From an optimization exercise on the open Yosys and OpenROAD flow, aimed at small area; shortcuts taken in it are not production practice. Only simulation tests tie the RTL to the original design; equivalence was not proved. Power and IR drop assume default switching activity.

==> v17 <==
// bsrw
module bsrw (
    input             clk,
    input             rst,
    input             host_we,
    input      [2:0]  host_addr,
    input      [31:0] host_wdata,
    output            busy,
    output     [31:0] res0,
    output     [31:0] status,
    output            mem_req,
    output            mem_we,
    output     [9:0]  mem_addr,
    output     [7:0]  mem_wdata,
    input      [7:0]  mem_rdata,
    input             mem_ready,
    output            out_valid,
    output     [7:0]  out_data,
    input             out_ready
);
    localparam OP_CREATE = 4'h1, OP_DESTROY = 4'h2, OP_AT_END = 4'h3,
               OP_RD1    = 4'h4, OP_RDBITS  = 4'h5, OP_RDFIELD = 4'h6,
               OP_RDBA   = 4'h7, OP_REMBYT  = 4'h8, OP_REMBIT  = 4'h9,
               OP_WRBITS = 4'hA, OP_WRFIELD = 4'hB, OP_WRBA    = 4'hC,
               OP_DUMP   = 4'hD;
    localparam ST_IDLE = 4'd0,  ST_LD   = 4'd1,  ST_DEC  = 4'd2,  ST_CR   = 4'd3,
               ST_RD   = 4'd4,  ST_RW   = 4'd5,  ST_BA   = 4'd6,  ST_BW   = 4'd7,
               ST_WR   = 4'd8,  ST_DHDR = 4'd9,  ST_DROW = 4'd10, ST_DHEX = 4'd11,
               ST_DBAR = 4'd12, ST_DASC = 4'd13, ST_DSP  = 4'd14, ST_DLF  = 4'd15;
    reg [3:0]  st;
    reg [2:0]  ph;           
    reg [7:0]   rv;
    reg [79:0]  rbase;
    reg [87:0]  rlen;
    reg [111:0] rpos;
    reg [23:0]  rcb;         
    reg [13:0] a0v;
    reg        a0sat, a0neg;
    reg [31:0] arg1, arg2;
    reg [3:0]  opc, cid, wf;
    reg        sf, zf, ill;
    reg [14:0] r0;
    reg        err;
    reg [3:0]  fc;
    reg [1:0]  rs;
    reg [7:0]  acc;
    reg [13:0] R;            
    reg [2:0]  b;            
    reg [10:0] ptr;
    reg [3:0]  col;
    reg        ain, aout;    
    reg        zp;           
    reg        cs, skip;     
    reg        nsrc;         
    assign busy   = (st != ST_IDLE);
    assign res0   = {{17{r0[14]}}, r0};
    assign status = {22'd0, rs, fc, 3'd0, err};
    wire        hv    = rv[7];
    wire [9:0]  hbase = rbase[79:70];
  ...
make LEC_CHECK=0 CAP_MARGIN=20 CORE_MARGIN=2 CORE_UTILIZATION=40 SLEW_MARGIN=20 finish   # period 20.0 ns
run.sh (not shown) runs the stock make flow with config.mk's settings and CLKGATE_MAP_FILE= SYNTH_SCRIPT=/design/flow/synth_recipe.tcl, a recipe that flattens the netlist after the stock synthesis.
==> v7: changes against v17 <==
--- a/flow/design.v
+++ b/flow/design.v
@@ -56,65 +56,75 @@
     assign status = {22'd0, rs, fc, 3'd0, err};
     wire        hv    = rv[7];
     wire [9:0]  hbase = rbase[79:70];
     wire [10:0] hlen  = rlen[87:77];
     wire [13:0] hpos  = rpos[111:98];
     wire [2:0]  hcb   = rcb[23:21];
     wire        at_head = (ph == cid[2:0]);
-    wire        inbuf   = ({3'd0, hlen} > hpos);
     wire [9:0]  caddr   = hbase + hpos[9:0];
     wire        rbit    = mem_rdata[~hcb];
-    wire        nocb  = (opc == OP_REMBYT) || (opc == OP_RDBA);
-    wire [17:0] U     = {hpos, (nocb ? 3'd0 : hcb)} + {4'd0, R};
-    wire [18:0] V     = {5'd0, hlen, 3'd0} - {1'b0, U};
-    wire        Rnz   = (R != 14'd0);
-    wire        posovf = U[17];
-    wire        ovr   = sf && Rnz && V[18];
+    reg         dph;         
+    wire        pomode = (st == ST_DEC) && !dph;
+    wire        nocb   = (opc == OP_RDBA);
+    wire [15:0] K      = (pomode ? 16'h4000 : {5'd0, hlen}) - {2'd0, hpos};
+    wire        inbuf  = !K[15] && (K[14:0] != 15'd0);
+    wire [2:0]  cm     = nocb ? 3'd0 : hcb;
+    wire [15:0] Kd     = K - {15'd0, (pomode || cm != 3'd0)};
+    wire [2:0]  low3   = pomode ? ~cm : (3'd0 - cm);
+    wire        Rnz    = (R != 14'd0);
+    wire        gt     = Kd[15] ? Rnz : ((Kd[14:11] == 4'd0) && (R > {Kd[10:0], low3}));
+    wire        posovf = gt;
+    wire        ovr    = sf && gt;
     wire        ge8    = a0sat || (a0v[13:3] != 11'd0);
     wire [11:0] a0c    = ({1'b0, a0v[13:3]} + {11'd0, (a0v[2:0] != 3'd0)});
     wire [11:0] fcount = ge8 ? a0c : 12'd1;
-    wire [10:0] dd     = V[13:3];
-    wire        a0ge   = a0sat || (a0v >= {3'd0, dd});
-    wire        a0eq   = !a0sat && (a0v == {3'd0, dd});
-    wire [10:0] nba    = (a0neg || !inbuf) ? 11'd0 : (a0ge ? dd : a0v[10:0]);
+    wire        a0big  = a0sat || (a0v[13:11] != 3'd0);
+    wire        trunc  = a0big || gt;
+    wire [10:0] nba    = (a0neg || !inbuf) ? 11'd0 : (trunc ? K[10:0] : a0v[10:0]);
     wire        a0zero = !a0sat && (a0v == 14'd0);
-    wire        ba_out = !a0neg && (inbuf ? (a0ge && !a0eq) : !a0zero);
+    wire        ba_out = !a0neg && (inbuf ? trunc : !a0zero);
     wire        ba_in  = inbuf && !a0neg && !a0zero;
     wire [13:0] Y      = (opc == OP_RDFIELD) ? {2'd0, fcount} :
                          (opc == OP_RDBA)    ? {3'd0, nba} : a0v;
     wire        ysat   = (opc != OP_RDBA) && a0sat;
     wire [14:0] insum  = {1'b0, arg1[13:0]} + {1'b0, Y};
     wire        inr    = !ysat && (arg1[31:14] == 18'd0) && (insum <= 15'd1024);
-    wire [32:0] c8t    = {1'b0, arg2} + 33'd7;
-    wire        feq    = (arg1 == {2'd0, c8t[32:3]});
+    wire [29:0] c8     = {1'b0, arg2[31:3]} + {29'd0, (arg2[2:0] != 3'd0)};
+    wire        feq    = (arg1 == {2'd0, c8});
     wire        lenbad = (arg1[31:28] != 4'd0);
     wire        uses_ctx = (opc != OP_CREATE) && (opc != OP_DUMP);
     reg [3:0] fault;
     always @(*) begin
         fault = 4'd0;
         if (ill)
             fault = 4'd1;
         else if (uses_ctx && (cid[3] || !hv))
             fault = 4'd2;
         else begin
-            case (opc)
-                OP_RD1, OP_RDBITS:
-                    fault = posovf ? 4'd7 : ovr ? 4'd8 : 4'd0;
-                OP_RDFIELD:
-                    fault = !inr ? 4'd6 : posovf ? 4'd7 : ovr ? 4'd8 : 4'd0;
-                OP_RDBA, OP_DUMP:
-                    fault = !inr ? 4'd6 : 4'd0;
-                OP_WRBITS:
-                    fault = ovr ? 4'd8 : 4'd0;
-                OP_WRFIELD:
-                    fault = !feq ? 4'd5 : !inr ? 4'd6 : ovr ? 4'd8 : 4'd0;
-                OP_WRBA:
-                    fault = !inr ? 4'd6 : ovr ? 4'd8 : 4'd0;
-                default: fault = 4'd0;
-            endcase
+            if (!dph) begin
+                case (opc)
+                    OP_RD1, OP_RDBITS:
+                        fault = posovf ? 4'd7 : 4'd0;
+                    OP_RDFIELD:
+                        fault = !inr ? 4'd6 : posovf ? 4'd7 : 4'd0;
+                    OP_DUMP, OP_WRBA:
+                        fault = !inr ? 4'd6 : 4'd0;
+                    OP_WRFIELD:
+                        fault = !feq ? 4'd5 : !inr ? 4'd6 : 4'd0;
+                    default: fault = 4'd0;
+                endcase
+            end else begin
+                case (opc)
+                    OP_RD1, OP_RDBITS, OP_RDFIELD, OP_WRBITS, OP_WRFIELD, OP_WRBA:
+                        fault = ovr ? 4'd8 : 4'd0;
+                    OP_RDBA:
+                        fault = !inr ? 4'd6 : 4'd0;
+                    default: fault = 4'd0;
+                endcase
+            end
         end
     end
     wire [3:0] crfault = lenbad ? 4'd4 : !inr ? 4'd6 : 4'd0;
     wire [31:0] hw = host_wdata;
     reg hill;
     always @(*) begin
         hill = (hw[15:14] != 2'b00) || (hw[31:24] != 8'd0);
@@ -224,15 +234,15 @@
             npos  = 14'd0;
             ncb   = 3'd0;
         end
     end
     wire cr_here = ((st == ST_DEC && at_head && !ill) || st == ST_CR) && (opc == OP_CREATE);
     always @(*) begin
         alloc   = cr_here && !hv && (crfault == 4'd0);
-        destroy = (st == ST_DEC) && at_head && (fault == 4'd0) && (opc == OP_DESTROY);
+        destroy = (st == ST_DEC) && at_head && dph && (fault == 4'd0) && (opc == OP_DESTROY);
         mvbit   = 1'b0;
         mvbyte  = 1'b0;
         if (at_head) begin
             case (st)
                 ST_RD: mvbit  = Rnz && (!inbuf || mem_ready);
                 ST_BA: mvbyte = Rnz && mem_ready;
                 ST_WR: mvbit  = !zp && Rnz && !nsrc && !eskip && (!inbuf || mem_ready);
@@ -296,24 +306,26 @@
                 case (opc)
                     OP_RD1:               R <= 14'd1;
                     OP_RDBITS, OP_WRBITS: R <= {10'd0, wf};
                     OP_RDFIELD:           R <= a0v;
                     OP_WRFIELD:           R <= arg2[13:0];
                     OP_WRBA:              R <= {arg1[10:0], 3'd0};
                     OP_DUMP:              R <= arg1[13:0];
+                    OP_RDBA:              R <= {a0v[10:0], 3'd0};
                     default:              R <= 14'd0;
                 endcase
                 b    <= (opc == OP_WRBITS) ? (3'd0 - wf[2:0]) : 3'd0;
                 ptr  <= (opc == OP_RDFIELD || opc == OP_RDBA) ? arg1[10:0] : a0v[10:0];
                 col  <= 4'd0;
                 ain  <= 1'b0;
                 aout <= 1'b0;
                 zp   <= 1'b0;
                 cs   <= 1'b1;
                 nsrc <= (opc == OP_WRFIELD) || (opc == OP_WRBA);
+                dph  <= 1'b0;
                 st   <= ST_DEC;
             end
             ST_DEC, ST_CR: begin
                 if (opc == OP_CREATE && !ill) begin
                     if (cr_here) begin
                         if (!hv) begin
                             if (crfault != 4'd0) begin
@@ -334,23 +346,25 @@
                             st <= ST_CR;
                         end
                     end
                 end else if (at_head) begin
                     if (fault != 4'd0) begin
                         r0 <= 15'd0; fc <= fault; rs <= 2'd0; err <= 1'b1;
                         st <= ST_IDLE;
+                    end else if (!dph) begin
+                        dph <= 1'b1;
                     end else begin
                         r0 <= 15'd0;
                         fc <= 4'd0;
                         rs <= 2'd0;
                         case (opc)
                             OP_DESTROY: st <= ST_IDLE;
                             OP_AT_END:  begin r0 <= {14'd0, !inbuf}; st <= ST_IDLE; end
-                            OP_REMBYT:  begin r0 <= V[17:3]; st <= ST_IDLE; end
-                            OP_REMBIT:  begin r0 <= inbuf ? {1'b0, V[13:0]} : 15'd0; st <= ST_IDLE; end
+                            OP_REMBYT:  begin r0 <= K[14:0]; st <= ST_IDLE; end
+                            OP_REMBIT:  begin r0 <= inbuf ? {1'b0, Kd[10:0], low3} : 15'd0; st <= ST_IDLE; end
                             OP_RD1, OP_RDBITS: st <= ST_RD;
                             OP_RDFIELD: begin r0 <= {3'd0, fcount}; st <= ST_RD; end
                             OP_RDBA: begin
                                 r0   <= {4'd0, nba};
                                 R    <= {3'd0, nba};
                                 ain  <= ba_in;
                                 aout <= ba_out;
==> flow/config.mk (replaced) <==
export PLATFORM = sky130hd
export DESIGN_NAME = bsrw
export DESIGN_NICKNAME = bsrw
export VERILOG_FILES = /design/flow/design.v
export SDC_FILE = /design/flow/constraint.sdc
export NUM_CORES = 4
export LEC_CHECK = 0
export CAP_MARGIN = 20
export CORE_MARGIN = 2
export CORE_UTILIZATION = 65
export CTS_BUF_LIST = sky130_fd_sc_hd__clkbuf_4
export SLEW_MARGIN = 20
==> qor summary <==
Result of the run: v7 no timing/DRC/antenna violations; v17 no timing/DRC/antenna violations
Net switching component of the power: v7 813 uW; v17 862 uW
Endpoint of the worst hold-timing path: v7 rbase[66]; v17 rlen[23]
Multi-input gate count: v7 1890; v17 1823
Highest routed layer: v7 met4; v17 met5
Clock-net power: v7 781 uW; v17 962 uW
Total via count after detailed routing: v7 21400; v17 19800
Yosys top cell area share: v7 36.1%; v17 36.8%
Cell area after layout: v7 25800 sq um; v17 26400 sq um
Met2 track demand over resource: v7 61.4%; v17 42.3%
Worst EP required: v7 20450 ps; v17 20250 ps
Period utilization: v7 60.3%; v17 58.7%
Site Rows: v7 69; v17 87
Worst vdd ir: v7 0.000106 V; v17 0.0000730 V
Gate Count Post-Synth: v7 2609; v17 2542

static timing again, ports no longer ideal:
In the flow no input, the clock included, has a driving cell. The finished layouts below were timed again as built, in two steps.
Step 1 sets driving cells, clkbuf_16 on the clock port and buf_2 on the other inputs (assumed; they add their load-dependent delay and slew).
Step 2 also shifts input and output timing later by t, the mid clock arrival at the registers, as if the neighbouring blocks saw the same clock.
a / b / c = ideal ports / drivers / drivers and shift; a / b = the first two.
run	shift t [ns]	slack for setup (ns)	worst data-port slew with drivers (ns)
v17	0.680	8.255 / 8.255 / 8.255	0.05
v7	0.883	7.946 / 7.946 / 7.946	0.06
After both steps every run listed still meets setup and hold.
